Context: an optimization exercise on an open-source flow, tuned for small area, a short achievable clock period and few clock cycles. The choices shown serve that exercise and are no tape-out recipe.
Where RTL was checked, it was by simulation tests only, not by an equivalence proof against the original.
No functional check of the RTL was part of runs 1 and 2.
Power is estimated from default activity; no workload was simulated.

File: flow/config.mk
export PLATFORM = sky130hd
export DESIGN_NAME = arith_core
export DESIGN_NICKNAME = arith_core
export VERILOG_FILES = /design/flow/design.v
export SDC_FILE = /design/flow/constraint.sdc
export NUM_CORES = 4
export LEC_CHECK = 0
export CAP_MARGIN = 20
export CORE_MARGIN = 2
export CORE_UTILIZATION = 40
export SLEW_MARGIN = 20
File: flow/constraint.sdc
create_clock -name core_clock -period 20.0 [get_ports {clk}]
set_input_delay 4.0000 -clock core_clock [delete_from_list [all_inputs] [get_ports {clk}]]
set_output_delay 4.0000 -clock core_clock [all_outputs]
set_load 0.01 [all_outputs]
File: flow/design.v
module arith_core #(parameter N = 32) (
    input  wire         clk,
    input  wire         rst,
    input  wire         start,
    input  wire [4:0]   cmd,
    input  wire [N-1:0] a_in,
    input  wire [N-1:0] b_in,
    output reg          busy,
    output reg          done,
    output reg  [1:0]   status,
    output wire [N-1:0] res_hi,
    output wire [N-1:0] res_lo,
    output reg  [3:0]   flags
);
    localparam W = 37;                  
    localparam [1:0] ST_OK = 2'd0, ST_DIV0 = 2'd1, ST_ILLEGAL = 2'd2;
    reg [31:0] A;
    reg [32:0] H;
    reg [31:0] L;
    reg        qm1;
    reg [5:0]  cnt;         
    reg [4:0]  sk;          
    reg [4:0]  cmd_r;
    reg        a31;
    reg        b31s;        
    reg        sa_r;        
    reg        qnz;         
    reg        first;       
    reg op_booth, op_corr, op_add, op_negl, op_fixr;
    reg r_step, r_sh8, r_sh2;   
    reg dv0;                    
    reg ge8_r, ge2_r;           
    wire op_sh8  = r_sh8 | (dv0 & ge8_r);
    wire op_sh2  = r_sh2 | (dv0 & ~ge8_r & ge2_r);
    wire op_step = r_step | (dv0 & ~ge2_r);
    wire x_step  = r_step | dv0;
    assign res_hi = H[31:0];
    assign res_lo = L;
    wire s       = cmd_r[4];
    wire is_add  = cmd_r[3:1] == 3'b000;
    wire sub     = cmd_r[0];
    wire is_mul  = cmd_r[3:2] == 2'b01;
    wire is_div  = cmd_r[3:1] == 3'b100;
    wire illegal = ~(is_add | is_mul | is_div);
    wire sa      = sa_r;
    wire sb      = b31s;
    wire corr    = ~s & a31;
    wire a_zero  = A == 32'd0;
    reg ye, ys, yi, ze, zs, zi;
    wire e = b31s;
    wire [W-1:0] aext = ys ? {e, e, e, e, A, 1'b0} : {e, e, e, e, e, A};
    wire [W-1:0] y    = ye ? (aext ^ {W{yi}}) : {W{1'b0}};
    wire ycin = ye & yi;
    wire [W-1:0] zext = zs ? {e, e, A, 3'b000} : {e, e, e, A, 2'b00};
    wire [W-1:0] z    = ze ? (zext ^ {W{zi}}) : {W{1'b0}};
    wire zcin = ze & zi;
    function [2:0] booth;           
        input [2:0] bd;
        booth = {~((bd == 3'b000) | (bd == 3'b111)), (bd == 3'b011) | (bd == 3'b100), bd[2]};
    endfunction
    wire [W-1:0] hext = {{4{H[32]}}, H};
    wire [W-1:0] x = (op_booth | op_corr | op_fixr) ? (hext ^ {W{op_fixr & sa}}) :
                     x_step                         ? {{3{H[32]}}, H, L[31]} :
                                                      {5'b00000, L ^ {32{op_negl}}};
    wire [W-1:0] cs_s = x ^ y ^ z;
    wire [W-1:0] cs_c = {(x[W-2:0] & y[W-2:0]) | (x[W-2:0] & z[W-2:0]) | (y[W-2:0] & z[W-2:0]),
                         op_booth ? zcin : ycin};
    wire cpa_cin = op_booth ? ycin : (op_negl | (op_fixr & sa));
    wire [W:0] sm1 = {cs_s, 1'b1} + {cs_c, cpa_cin};
    wire [W-1:0] sm = sm1[W:1];
    wire neg = sm[W-1];
    wire [32:0] h_n = op_booth                      ? sm[36:4] :
                      (op_corr | op_step | op_fixr) ? sm[32:0] :
                      op_sh8                        ? {1'b0, H[23:0], L[31:24]} :
                      op_sh2                        ? {1'b0, H[30:0], L[31:30]} :
                      op_add                        ? 33'd0 : H;
    wire [31:0] l_n = op_booth                      ? {sm[3:0], L[31:4]} :
                      op_step                       ? {L[30:0], ~neg} :
                      op_sh8                        ? {L[23:0], 8'd0} :
                      op_sh2                        ? {L[29:0], 2'd0} :
                      (op_add | op_negl)            ? sm[31:0] : L;
    wire qbit = op_step & ~neg;
    wire [31:0] dd = sb ? ~A : A;
    reg  [4:0]  m;
    integer i;
    always @* begin
        m = 5'd0;
        for (i = 1; i < 32; i = i + 1)
            if (dd[i]) m = i[4:0];
    end
    wire [5:0] cnt_n = cnt + (op_sh8 ? 6'd8 : op_sh2 ? 6'd2 : (op_step | op_booth) ? 6'd1 : 6'd0);
    wire [4:0] sk_n  = (first ? m : sk) - (op_sh8 ? 5'd8 : op_sh2 ? 5'd2 : 5'd0);
    wire div_more = (op_negl & first) | ((op_sh8 | op_sh2 | op_step) & (cnt_n != 6'd32));
    wire div_end  = op_step & (cnt_n == 6'd32);
    wire mul_last = op_booth & (cnt == 6'd7);
    wire early  = first & (illegal | is_add | (is_div & a_zero));
    wire finish = early
                | (mul_last & ~corr)
                | op_corr
                | (div_end & ~neg & ~sa & ~sb)
                | (op_fixr & ~(sa ^ sb))
                | (op_negl & ~first);
    wire add_c  = sm[32] ^ e ^ sub;
    wire [31:0] zp = x[31:0] ^ y[31:0];
    wire [31:0] zc = {x[30:0] | y[30:0], sub};
    wire add_z = &(zp ~^ zc);
    wire [3:0] add_flags = {add_z, s & sm[31],
                            x[31] ^ y[31] ^ sm[31] ^ add_c, add_c};
    wire qnz_n = qnz | qbit;
    wire [3:0] div_flags = {~qnz_n, s & l_n[31], sa & sb & l_n[31], 1'b0};
    wire mul_z = a_zero | (L == 32'd0);
    wire [3:0] mul_flags = {mul_z, s & (A[31] ^ L[31]) & ~mul_z, 2'b00};
    wire in_mul = cmd[3:2] == 2'b01;
    wire in_add = cmd[3:1] == 3'b000;
    wire in_div = cmd[3:1] == 3'b100;
    wire in_sa  = cmd[4] & a_in[31];
    wire in_sb  = cmd[4] & b_in[31];
    wire in_ge8 = in_sb ? ~&b_in[31:8] : |b_in[31:8];
    wire in_ge2 = in_sb ? ~&b_in[31:2] : |b_in[31:2];
    wire in_dv  = in_div & ~in_sa;
    wire [2:0] in_b0 = booth({a_in[1], a_in[0], 1'b0});
    wire [2:0] in_b1 = booth({a_in[3], a_in[2], a_in[1]});
    wire [2:0] in_y  = in_mul ? in_b0 :
                       in_add ? {2'b10, cmd[0]} :
                       in_dv ? {2'b10, ~in_sb} : 3'b000;
    wire [2:0] in_z  = in_mul ? in_b1 : 3'b000;
    wire nx_booth = op_booth & ~mul_last;
    wire nx_corr  = mul_last & corr;
    wire nx_step  = div_more & (sk_n < 5'd2);
    wire nx_fixr  = div_end & (neg | sa);
    wire rsign_n  = op_step & neg;       
    wire [2:0] nb0 = booth({L[5], L[4], L[3]});
    wire [2:0] nb1 = booth({L[7], L[6], L[5]});
    wire [2:0] nx_y = nx_booth ? nb0 :
                      nx_corr  ? 3'b100 :
                      nx_step  ? {2'b10, ~rsign_n ^ sb} :
                      nx_fixr  ? {neg, 1'b0, sa ^ sb} : 3'b000;
    wire [2:0] nx_z = nx_booth ? nb1 : 3'b000;
    wire accept = ~busy & start;
    always @(posedge clk) begin
        if (rst) begin
            busy <= 1'b0;
            done <= 1'b0;
        end else if (accept) begin
            busy <= 1'b1;
            done <= 1'b0;
        end else if (busy & finish) begin
            busy <= 1'b0;
            done <= 1'b1;
        end
    end
    always @(posedge clk) begin
        if (accept) begin
            L     <= a_in;
            H     <= 33'd0;
        end else if (busy) begin
            H     <= h_n;
            L     <= l_n;
        end
    end
    always @(posedge clk) begin
        if (~busy) begin
            A     <= b_in;
            qm1   <= 1'b0;
            cnt   <= 6'd0;
            cmd_r <= cmd;
            a31   <= a_in[31];
            b31s  <= in_sb;
            sa_r  <= in_sa;
            qnz   <= 1'b0;
            first <= 1'b1;
            op_booth <= in_mul;
            op_corr  <= 1'b0;
            op_add   <= in_add;
            op_negl  <= in_div & in_sa;
            r_sh8    <= 1'b0;
            r_sh2    <= 1'b0;
            r_step   <= 1'b0;
            dv0      <= in_dv;
            ge8_r    <= in_ge8;
            ge2_r    <= in_ge2;
            op_fixr  <= 1'b0;
            {ye, ys, yi} <= in_y;
            {ze, zs, zi} <= in_z;
        end else begin
            qm1   <= op_booth ? L[3] : qm1;
            cnt   <= cnt_n;
            sk    <= sk_n;
            qnz   <= qnz_n;
            first <= 1'b0;
            op_booth <= op_booth & ~mul_last;
            op_corr  <= mul_last & corr;
            op_add   <= 1'b0;
            op_negl  <= (div_end & ~neg & ~sa & sb) | (op_fixr & (sa ^ sb));
            r_sh8    <= div_more & (sk_n >= 5'd8);
            r_sh2    <= div_more & (sk_n < 5'd8) & (sk_n >= 5'd2);
            r_step   <= div_more & (sk_n < 5'd2);
            dv0      <= 1'b0;
            op_fixr  <= div_end & (neg | sa);
            {ye, ys, yi} <= nx_y;
            {ze, zs, zi} <= nx_z;
        end
    end
    always @(posedge clk) begin
        if (busy & first & is_mul)
            flags <= mul_flags;
        else if (busy & finish & is_add)
            flags <= add_flags;
        else if (busy & finish & is_div)
            flags <= div_flags;
        if (busy & finish)
            status <= illegal ? ST_ILLEGAL : (early & is_div) ? ST_DIV0 : ST_OK;
    end
endmodule
File: flow/flow/run.sh
#!/bin/bash
# Standard layout, with two changes to how it is made:
#  - timing repair is asked to reach 5.2 ns paths (a setup margin on the
#    unchanged 20 ns constraint);
#  - every input and output port still gets its own buffer, but a buf_1
#    instead of the larger cell buffer_ports picks by default.
# Every tool's log stays under orfs/logs; make's own output goes to
# flow_make.log.
set -euo pipefail
bash standard.sh SETUP_SLACK_MARGIN=14.8 \
  "BUFFER_PORTS_ARGS=-buffer_cell sky130_fd_sc_hd__buf_1" finish > flow_make.log 2>&1
File: flow/standard.sh
#!/bin/bash
# synth_recipe.tcl (not shown) runs the flow's synth.tcl, then flattens the netlist and writes it again
# the make line also repeats each setting of config.mk as NAME=value (left out here)
make -C /OpenROAD-flow-scripts/flow DESIGN_CONFIG=/design/flow/config.mk WORK_HOME=/design/flow/orfs CLKGATE_MAP_FILE= SYNTH_SCRIPT=/design/flow/synth_recipe.tcl "${@:-finish}"
==> impl_metrics.env, run 1 <==
export IMPL_wire_per_inst_um=23.39
export IMPL_fin_setup_tns_ns=0
export IMPL_grt_pass1_wl_um=86780
export IMPL_slew_viol_final=0
export IMPL_critical_path_startpoint="L[1]"
export IMPL_ff2ff_path_depth=16
export IMPL_clkSinkCount=142
export IMPL_setup_viol=0
export IMPL_ys_types=96
export IMPL_peakVddDrop_uv=79.12
export IMPL_period_share_pct=25.98
export IMPL_finalHoldViolations=0
export IMPL_max_stage_delay_ns=0.55
export IMPL_hold_path_class="reg2reg"
export IMPL_top_layer_used="met4"
export IMPL_ys_ff_latch=142
export IMPL_critPathMaxFanout=6
export IMPL_rrSetupSlack_ns=15.04
export IMPL_cts_htree_levels=4
export IMPL_rr_endpoint="flags[3]"
export IMPL_cts_made_buffers=17
export IMPL_synth_top_cell_area_share_pct=16.07
export IMPL_post_layout_nonfiller_instances=2487
export IMPL_cts_tree="done"
export IMPL_critPathRequiredTime_ns=16.00
export IMPL_routed_wl_um=58170
export IMPL_routedLengthMet1_um=24790
export IMPL_dr_pass1_iters=5
export IMPL_placedCellCount=2407
export IMPL_synth_area_per_cell_um2=7.964
export IMPL_ys_top_cells_by_area="edfxtp_1, xnor2_1, dfxtp_1"
export IMPL_syn2layout_area_growth_pct=11.44
export IMPL_grt_start_max_net_pins=91
export IMPL_die_height_um=199.7
export IMPL_p_leak_nw=6.462
export IMPL_grt_pass1_vias=14280
export IMPL_dp_slack_ns=13.31
export IMPL_ys_async_sr_fraction_pct=0
export IMPL_slew_headroom_pct=28.33
export IMPL_wl_met3_um=5024
export IMPL_io_buffer_count=143
export IMPL_initial_core_util_pct=40.68
export IMPL_crit_family="flip-flops"
export IMPL_ys_warn_count=1
export IMPL_p_total_mw=1.588
export IMPL_arrival_ns=1.20
export IMPL_period_minus_slack_ns=5.196
export IMPL_final_nets=2148
export IMPL_grt_overflow=0
export IMPL_ys_seq_area_share_pct=23.91
export IMPL_layout_setup_ws_ns=14.80
export IMPL_netlist_area_um2=15320
export IMPL_critPathKind="reg2out"
export IMPL_core_um2=37670
export IMPL_hpwlAfterDp_um=42490
export IMPL_rsz0062_at_grt="false"
export IMPL_startpoint_type="flip-flop"
export IMPL_worst_slew_pin_slew_ns=1.070
export IMPL_die_x_um=199.7
export IMPL_gp_congestion=0.9517
export IMPL_status="complete, no violations"
export IMPL_antenna_found_initial=0
export IMPL_drc=0
export IMPL_yosys_area_top_type="edfxtp_1"
export IMPL_max_freq_mhz=192.5
export IMPL_crit_path_end="res_lo[1]"
export IMPL_postSynthCellCount=1924
export IMPL_clkLatencyLatePin_ns=0.46
export IMPL_path_buf_inv=1
export IMPL_dr_wl_met2_um=26340
export IMPL_critical_path_slowest_cell="edfxtp_1"
export IMPL_drive_gt1_share_pct=9.362
export IMPL_reg2reg_from="op_fixr"
export IMPL_synth_edff_count=82
export IMPL_std_cell_rows=71
export IMPL_p_per_area_nw_per_um2=92.97
export IMPL_ctsRootBufferMaster="clkbuf_16"
export IMPL_crit_cells=1
export IMPL_dieArea_um2=39890
export IMPL_skew_ns=0.01446
export IMPL_end_kind="output port"
export IMPL_viasPerCell=6.115
export IMPL_ys_flop_type="edfxtp_1"
export IMPL_io_pins=144
export IMPL_postLayoutCoreUtil_pct=45.34
export IMPL_clockBufferDepth=2
export IMPL_grt_util_all_layers_pct=29.04
export IMPL_dr_total_vias=15210
export IMPL_path_cells="clkbuf_2"
export IMPL_syn_nets=2109
export IMPL_drv_cap=0
export IMPL_drtIter0Drc=1849
export IMPL_clkSlewWorstSetupHoldPaths_ns=0.06
export IMPL_ant_nets=0
export IMPL_n_antenna_cell=0
-- cells by family after synthesis --
group | after synthesis | share of synthesized area [%]
multiplexers | 69 | 4.540
AND/OR/NAND/NOR | 565 | 17.81
adder cells (fa/ha/maj) | 113 | 11.09
AO/OA/AOI/OAI | 529 | 22.27
flip-flops | 142 | 23.91
buffers and inverters | 295 | 8.231
XOR/XNOR | 211 | 12.15
-- power by group --
group	total, mW	internal, mW	switching [mW]
Clock	0.341	0.205	0.136
Combinational	0.841	0.302	0.539
Sequential	0.406	0.349	0.0570
Total	1.59	0.855	0.732
-- area by class of cell --
cell class | count | area (µm²)
clock inverter | 10 | 123.9
sequential | 142 | 3700
multi-input combinational | 1491 | 10650
tap | 511 | 639.4
inverter | 102 | 382.9
fill | 3858 | 20590
clock buffer | 22 | 500.5
timing repair buffer | 209 | 1079
-- state kept, by name, summed over array words and instances, names as in the netlist, 2 cells and up --
register  cells
L            32
cmd_r         5
flags         4
sk            4
H            33
cnt           6
A            32
status        2
-- layer usage --
metal / vias up / GRT usage, %
met5: - / 0
met4: 0 / 11.74
met3: 130 / 4.726
met2: 779 / 45.49
met1: 7341 / 39.82
li1: 6959 / -
-- worst min path at each step --
stage	depth (start not counted)	startpoint	endpoint	slack (ns)
detailed placement	2	qnz	qnz	0.44
CTS	2	qnz	qnz	0.46
global route	2	qnz	qnz	0.47
finish	2	qnz	qnz	0.46
floorplan	2	qnz	qnz	0.42
global placement	2	qnz	qnz	0.44
-- Yosys cell counts (3+ instances only) --
cell type / count
a211oi_1: 16
a21o_1: 13
a21oi_1: 168
a221o_1: 20
a221oi_1: 42
a22oi_1: 8
a31o_2: 3
a31oi_1: 17
and2_1: 40
and3_1: 13
and4_1: 3
buf_1: 20
buf_2: 13
buf_4: 34
clkbuf_1: 123
dfxtp_1: 60
edfxtp_1: 82
fa_1: 38
ha_1: 75
inv_1: 99
mux2_2: 4
mux2i_1: 65
nand2_1: 146
nand2b_1: 10
nand3_1: 51
nand3b_1: 4
nand4_1: 23
nor2_1: 162
nor2b_1: 3
nor3_1: 44
nor3b_1: 4
nor4_1: 34
o2111ai_1: 6
o211ai_1: 17
o21a_1: 6
o21ai_0: 131
o21bai_1: 4
o22ai_1: 19
o311ai_0: 4
o31a_1: 4
o31ai_1: 6
or3_1: 9
xnor2_1: 174
xor2_1: 36
-- per-stage QoR --
stage                     hold slack (ns)  area (µm²)
after floorplan                    0.4240       15370
after global placement             0.4379       15870
after detailed placement           0.4436       15870
after CTS                          0.4608       16870
after global routing               0.4688       17080
final                              0.4597       17080
-- timing repair --
item / in CTS / in global routing
gates resized for setup: 29 / 18
pin swaps: 2 / 6
hold buffers: 0 / 0
setup endpoints to repair: 124 / 42
buffers inserted: 29 / 15
gates cloned: 3 / 1
-- cells in the final DEF (no fill, tap or decap), types with 19 or more instances in the layout --
master and count:
dfxtp_2 20, nor3_1 41, ha_1 74, nor4_1 33
fa_1 38, nand3_1 51, inv_1 99, nor2_1 158
a221o_1 20, xnor2_1 173, edfxtp_1 82, buf_1 142
mux2i_1 65, a21oi_1 163, clkbuf_16 19, buf_4 61
nand2_1 144, o21ai_0 130, xor2_1 34, nand4_1 23
and2_1 40, a221oi_1 42, dfxtp_1 37
==> run 2, diff against run 1 <==
--- a/flow/config.mk
+++ b/flow/config.mk
@@ -7,5 +7,5 @@
 export LEC_CHECK = 0
 export CAP_MARGIN = 20
 export CORE_MARGIN = 2
-export CORE_UTILIZATION = 40
+export CORE_UTILIZATION = 60
 export SLEW_MARGIN = 20
==> run 2 against run 1 <==
  * Still clean
  * Final area down 2.0%
  * Synthesized area unchanged
  * Core utilization increased by 21 points
  * Synthesized cell count stayed put
  * Critical endpoint is now res_lo[13]
  * Largest cell class unchanged
  * Largest power group unchanged
  * Highest routed layer unchanged
==> impl_metrics.env, run 2 <==
export IMPL_grt_pass1_wl_um=82100
export IMPL_cts_htree_levels=4
export IMPL_peakVddDrop_uv=54.91
export IMPL_path_cells="buf_1"
export IMPL_grt_pass1_vias=13980
export IMPL_crit_family="flip-flops"
export IMPL_layout_setup_ws_ns=14.80
export IMPL_clkLatencyLatePin_ns=0.44
export IMPL_syn_nets=2109
export IMPL_dieArea_um2=26830
export IMPL_critPathMaxFanout=7
export IMPL_ys_warn_count=1
export IMPL_postLayoutCoreUtil_pct=66.63
export IMPL_viasPerCell=6.666
export IMPL_postCtsHoldBufs=0
export IMPL_drtIter0Drc=2130
export IMPL_drv_cap=0
export IMPL_slew_headroom_pct=29.38
export IMPL_worst_slew_pin_slew_ns=1.059
export IMPL_p_per_area_nw_per_um2=92.33
export IMPL_syn2layout_area_growth_pct=9.186
export IMPL_std_cell_rows=58
export IMPL_p_leak_nw=6.384
export IMPL_synth_area_per_cell_um2=7.964
export IMPL_hold_path_class="reg2reg"
export IMPL_dr_total_vias=15360
export IMPL_setup_viol=0
export IMPL_io_buffer_count=143
export IMPL_skew_ns=0.01531
export IMPL_design_area_um2=16730
export IMPL_hpwlAfterDp_um=39450
export IMPL_ant_nets=0
export IMPL_final_nets=2147
export IMPL_path_buf_inv=1
export IMPL_rsz0062_at_grt="true"
export IMPL_dr_pass1_iters=6
export IMPL_synth_top_cell_area_share_pct=16.07
export IMPL_status="complete, no violations"
export IMPL_cts_made_buffers=17
export IMPL_ctsRootBufferMaster="clkbuf_16"
export IMPL_layout_common_cells="xnor2_1, a21oi_1, nor2_1, nand2_1, buf_1"
export IMPL_ys_top_cells_by_area="edfxtp_1, xnor2_1, dfxtp_1"
export IMPL_finalHoldViolations=0
export IMPL_grt_overflow=0
export IMPL_routed_wl_um=54770
export IMPL_post_dp_cell_area_um2=15650
export IMPL_gp_congestion=0.9695
export IMPL_die_height_um=163.8
export IMPL_period_share_pct=26.02
export IMPL_die_x_um=163.8
export IMPL_grt_start_max_net_pins=67
export IMPL_netlist_area_um2=15320
export IMPL_yosys_area_top_type="edfxtp_1"
export IMPL_period_minus_slack_ns=5.203
export IMPL_post_layout_nonfiller_instances=2304
export IMPL_critPathRequiredTime_ns=16.00
export IMPL_critical_path_slowest_cell="edfxtp_1"
export IMPL_ys_flop_type="edfxtp_1"
export IMPL_clockBufferDepth=2
export IMPL_dp_slack_ns=13.72
export IMPL_postSynthCellCount=1924
export IMPL_drc=0
export IMPL_initial_core_util_pct=61.03
export IMPL_grt_util_all_layers_pct=40.15
export IMPL_clkSlewWorstSetupHoldPaths_ns=0.07
export IMPL_fin_setup_tns_ns=0
export IMPL_drive_gt1_share_pct=8.612
export IMPL_wire_per_inst_um=23.77
export IMPL_ys_async_sr_fraction_pct=0
export IMPL_ys_ff_latch=142
export IMPL_placedCellCount=2227
export IMPL_arrival_ns=1.20
export IMPL_ys_types=96
export IMPL_p_total_mw=1.545
export IMPL_mostFrequentLayoutCell="xnor2_1"
export IMPL_critPathKind="reg2out"
export IMPL_slew_viol_final=0
export IMPL_io_pins=144
export IMPL_regMostFlops="H"
export IMPL_fin_hold_ws_ns=0.4683
export IMPL_max_freq_mhz=192.2
export IMPL_yosysMostFrequentCell="xnor2_1"
export IMPL_n_antenna_cell=0
export IMPL_antenna_found_initial=0
export IMPL_synthTopCellsByCount="xnor2_1, a21oi_1, nor2_1"
export IMPL_max_stage_delay_ns=0.57
export IMPL_rrSetupSlack_ns=14.85
export IMPL_startpoint_type="flip-flop"
export IMPL_synth_edff_count=82
export IMPL_ys_seq_area_share_pct=23.91
export IMPL_biggestRegsByFlops="H x33, A x32, L x32"
export IMPL_largest_reg_flops=33
export IMPL_core_um2=25110
export IMPL_clkSinkCount=142
export IMPL_cts_tree="done"
export IMPL_end_kind="output port"
-- run 2: final cells by class --
class	count	area, µm²
Multi-Input combinational cell	1488	10610
Fill cell	2223	8378
Timing Repair Buffer	211	1084
Clock inverter	14	128.9
Inverter	102	382.9
Tap cell	330	412.9
Sequential cell	142	3691
Clock buffer	17	425.4
-- run 2: final timing paths --
kind | from | end | cells after the start
max reg2reg | op_booth | L[29] | 16
min reg2reg | flags[0] | flags[0] | 2
min | flags[0] | flags[0] | 2
max | L[13] | res_lo[13] | 1
-- run 2: cell families after synthesis --
| logic type | share of synthesized area [%] |
|---|---|
| adder cells (fa/ha/maj) | 11.09 |
| buffers and inverters | 8.231 |
| AND/OR/NAND/NOR | 17.81 |
| AO/OA/AOI/OAI | 22.27 |
| flip-flops | 23.91 |
| multiplexers | 4.540 |
| XOR/XNOR | 12.15 |
-- run 2: what timing repair did --
| action | 4_1_cts | 5_1_grt |
|---|---|---|
| setup endpoints to repair | 110 | 44 |
| resized for setup | 10 | 25 |
| cloned | 1 | 0 |
| buffers inserted | 23 | 22 |
| pin swaps | 3 | 1 |
-- run 2: power by group --
part           leakage (nW)  internal [mW]  switching [mW]
logic                  4.82          0.301           0.511
registers              1.30          0.348          0.0655
clock network         0.256          0.163           0.156
-- run 2: routing by layer --
layer / vias to the layer above / track usage [%] / wire (µm)
met5: - / 0 / 0
met4: 0 / 21.65 / 3191
met3: 178 / 6.919 / 5585
met2: 971 / 60.71 / 24080
met1: 7268 / 54.74 / 21910
li1: 6942 / - / -
==> run 3, diff against run 2 <==
--- a/flow/design.v
+++ b/flow/design.v
@@ -151,16 +151,9 @@
     end
     always @(posedge clk) begin
         if (accept) begin
+            A     <= b_in;
             L     <= a_in;
             H     <= 33'd0;
-        end else if (busy) begin
-            H     <= h_n;
-            L     <= l_n;
-        end
-    end
-    always @(posedge clk) begin
-        if (~busy) begin
-            A     <= b_in;
             qm1   <= 1'b0;
             cnt   <= 6'd0;
             cmd_r <= cmd;
@@ -182,7 +175,9 @@
             op_fixr  <= 1'b0;
             {ye, ys, yi} <= in_y;
             {ze, zs, zi} <= in_z;
-        end else begin
+        end else if (busy) begin
+            H     <= h_n;
+            L     <= l_n;
             qm1   <= op_booth ? L[3] : qm1;
             cnt   <= cnt_n;
             sk    <= sk_n;
==> run 3 against run 2 <==
  * Still clean on timing, DRC and antenna
  * Setup slack better by 0.011 ns
  * Critical path type unchanged
  * Synthesized cell count fell by 0.73%
  * Global-route usage decreased by 0.60 points
  * Highest routed layer is now met5
==> impl_metrics.env, run 3 <==
export IMPL_hold_path_class="reg2reg"
export IMPL_grt_start_max_net_pins=68
export IMPL_synthTopCellsByCount="a21oi_1, xnor2_1, nand2_1"
export IMPL_synth_edff_count=92
export IMPL_syn_nets=2095
export IMPL_clkPwrFrac_pct=13.5
export IMPL_netlist_area_um2=15330
export IMPL_status="complete, no violations"
export IMPL_ys_async_sr_fraction_pct=0
export IMPL_finalHoldViolations=0
export IMPL_grt_overflow=0
export IMPL_path_cells="buf_1"
export IMPL_skew_ns=0.01990
export IMPL_routed_wl_um=53190
export IMPL_max_stage_delay_ns=0.53
export IMPL_crit_family="flip-flops"
export IMPL_ys_seq_area_share_pct=24.55
export IMPL_postSynthCellCount=1910
export IMPL_path_buf_inv=1
export IMPL_hpwlAfterDp_um=38090
export IMPL_io_pins=144
export IMPL_cts_htree_levels=4
export IMPL_viasPerCell=6.587
export IMPL_power_switching_mw=1.260
export IMPL_clkSinkCount=142
export IMPL_dieArea_um2=26850
export IMPL_p_leak_nw=6.459
export IMPL_swShare_pct=51.89
export IMPL_layout_setup_ws_ns=14.81
export IMPL_critPathKind="reg2out"
export IMPL_fin_setup_tns_ns=0
export IMPL_power_frac_seq_pct=19.5
export IMPL_dr_total_vias=15060
export IMPL_ys_flop_type="edfxtp_1"
export IMPL_biggestRegsByFlops="H x33, A x32, L x32"
export IMPL_dp_slack_ns=13.32
export IMPL_drv_cap=0
export IMPL_worst_slew_pin_slew_ns=1.015
export IMPL_final_nets=2128
export IMPL_critPathMaxFanout=6
export IMPL_intPower_mw=1.168
export IMPL_critPathRequiredTime_ns=16.00
export IMPL_drive_gt1_share_pct=7.413
export IMPL_ys_top_cells_by_area="edfxtp_1, xnor2_1, dfxtp_1"
export IMPL_mostFrequentLayoutCell="a21oi_1"
export IMPL_die_x_um=163.9
export IMPL_postCtsHoldBufs=0
export IMPL_startpoint_type="flip-flop"
export IMPL_yosys_area_top_type="edfxtp_1"
export IMPL_ff2ff_path_depth=15
export IMPL_placedCellCount=2217
export IMPL_arrival_ns=1.19
export IMPL_grt_pass1_vias=13860
export IMPL_initial_core_util_pct=61.06
export IMPL_slew_viol_final=0
export IMPL_post_layout_nonfiller_instances=2286
export IMPL_ctsRootBufferMaster="clkbuf_16"
export IMPL_rsz0062_at_grt="true"
export IMPL_period_share_pct=25.96
export IMPL_ys_warn_count=1
export IMPL_fillCellCount=2162
export IMPL_clkSlewWorstSetupHoldPaths_ns=0.07
export IMPL_fin_hold_ws_ns=0.4968
export IMPL_peakVddDrop_uv=124.3
export IMPL_gp_congestion=0.9641
export IMPL_clkLatencyLatePin_ns=0.43
export IMPL_cts_tree="done"
export IMPL_die_height_um=163.9
export IMPL_yosysMostFrequentCell="a21oi_1"
export IMPL_drtIter0Drc=2333
export IMPL_clockBufferDepth=2
export IMPL_std_cell_rows=58
export IMPL_period_minus_slack_ns=5.193
export IMPL_grt_util_all_layers_pct=39.54
export IMPL_setup_viol=0
export IMPL_core_um2=25110
export IMPL_drc=0
export IMPL_cts_made_buffers=17
export IMPL_p_per_area_nw_per_um2=145.2
export IMPL_grt_pass1_wl_um=81010
export IMPL_ys_types=89
export IMPL_p_total_mw=2.428
export IMPL_synth_area_per_cell_um2=8.027
export IMPL_largest_reg_flops=33
export IMPL_critical_path_slowest_cell="dfxtp_1"
export IMPL_regMostFlops="H"
export IMPL_reg2reg_from="dv0"
export IMPL_ys_ff_latch=142
export IMPL_comb_power_share_pct=67.0
export IMPL_worstHoldEndpoint="done"
export IMPL_max_freq_mhz=192.6
export IMPL_dr_pass1_iters=7
export IMPL_io_buffer_count=143
export IMPL_antenna_found_initial=1
export IMPL_rrSetupSlack_ns=14.91
export IMPL_synth_top_cell_area_share_pct=18.02
export IMPL_rr_endpoint="L[28]"
export IMPL_ant_nets=0
export IMPL_layout_common_cells="a21oi_1, xnor2_1, nand2_1, buf_1, nor2_1"
export IMPL_n_antenna_cell=0
export IMPL_whs_path_depth=2
export IMPL_slew_headroom_pct=32.37
export IMPL_syn2layout_area_growth_pct=9.092
export IMPL_min_from="done"
export IMPL_wire_per_inst_um=23.27
export IMPL_end_kind="output port"
==> run 3: changes by cell type after synthesis, moves of 10 or more <==
cell	change
a21oi_1	+25
dfxtp_1	-10
edfxtp_1	+10
nand2_1	+13
nor2_1	-18
xnor2_1	+16
xor2_1	-23
==> run 3: area by class of cell <==
cell class	instances	area, µm²	share of cell area (%)
clock buffer	18	429.2	2.566
clock inverter	14	151.4	0.9052
inverter	105	410.4	2.454
multi-input combinational	1480	10560	63.16
sequential	142	3770	22.54
tap	330	412.9	2.469
timing repair buffer	195	970.9	5.805
timing repair inverter	2	17.52	0.1047
==> run 3: worst max-delay path by stage <==
stage | start | endpoint | slack (ns) | cells after the start
final | H[7] | res_hi[7] | 14.81 | 1
after global routing | dv0 | L[28] | 14.68 | 15
after CTS | L[14] | res_lo[14] | 14.80 | 1
after detailed placement | start | L[17] | 13.32 | 5
after global placement | start | L[13] | 13.35 | 5
after floorplan | start | L[0] | 14.80 | 4
==> run 3: metal layers <==
layer | part of all wire, % | GRT usage, %
met1 | 40 | 53.70
met2 | 44 | 61.48
met3 | 11 | 7.096
met4 | 5.3 | 18.06
met5 | 0.024 | 0
==> run 3: through the flow <==
step	utilization [%]	instance area, µm²
floorplan	-	15380
global placement	62.46	15680
detailed placement	62.49	15690
CTS	65.95	16560
global route	66.61	16720
finish	66.61	16720
==> run 3: cell families after synthesis <==
group                    count (synthesis)  synth area share (%)
AO/OA/AOI/OAI                          548                 23.03
AND/OR/NAND/NOR                        539                 16.65
buffers and inverters                  291                 7.965
XOR/XNOR                               207                 12.14
flip-flops                             142                 24.55
adder cells (fa/ha/maj)                113                 11.08
multiplexers                            70                 4.587
==> run 3: power groups by stage <==
stage	clock [mW]	sequential, mW	combinational, mW
global route	0.338	0.476	1.75
finish	0.329	0.472	1.63
floorplan	0	0.451	1.08
global placement	0	0.513	1.45
CTS	0.329	0.473	1.54
detailed placement	0	0.514	1.46
==> run 3: timing repair <==
action,in CTS,in global routing
resized for setup,11,18
pin swaps,2,1
buffers inserted,24,8
setup endpoints to repair,157,89
gates cloned,5,0
Testbench counts of run 3, summed over its fixed seeds: cycles 74,844.

[port drivers added, routing unchanged]
No port has a modelled driver above. Below, the same layouts with a new extraction and two added sets of constraints. Step 1: set_driving_cell puts a clkbuf_16 on clk and a buf_2 on each other input, an assumption about the parent block. Step 2 moves the port delays by t, midway between the first and last clock arrival at a register: inputs arrive t later, outputs are due t later. That takes back most of the time a late clock gives input paths. Slacks: no drivers / after step 1 / after step 2; pairs: no drivers / after step 1.
run | t (ns) | setup slack, ns | worst register clock-pin slew, ns | cell pins on the clock port's net
run 1 | 0.499 | 14.804 / 14.753 / 14.349 | 0.07 / 0.07 | 1
run 2 | 0.483 | 14.797 / 14.745 / 14.388 | 0.08 / 0.08 | 1
run 3 | 0.474 | 14.807 / 14.755 / 14.408 | 0.08 / 0.08 | 1
After both steps every run listed still meets setup and hold. For run 1, which loses most, drivers alone change the setup slack by -0.051 ns; drivers and shift together by -0.455 ns.
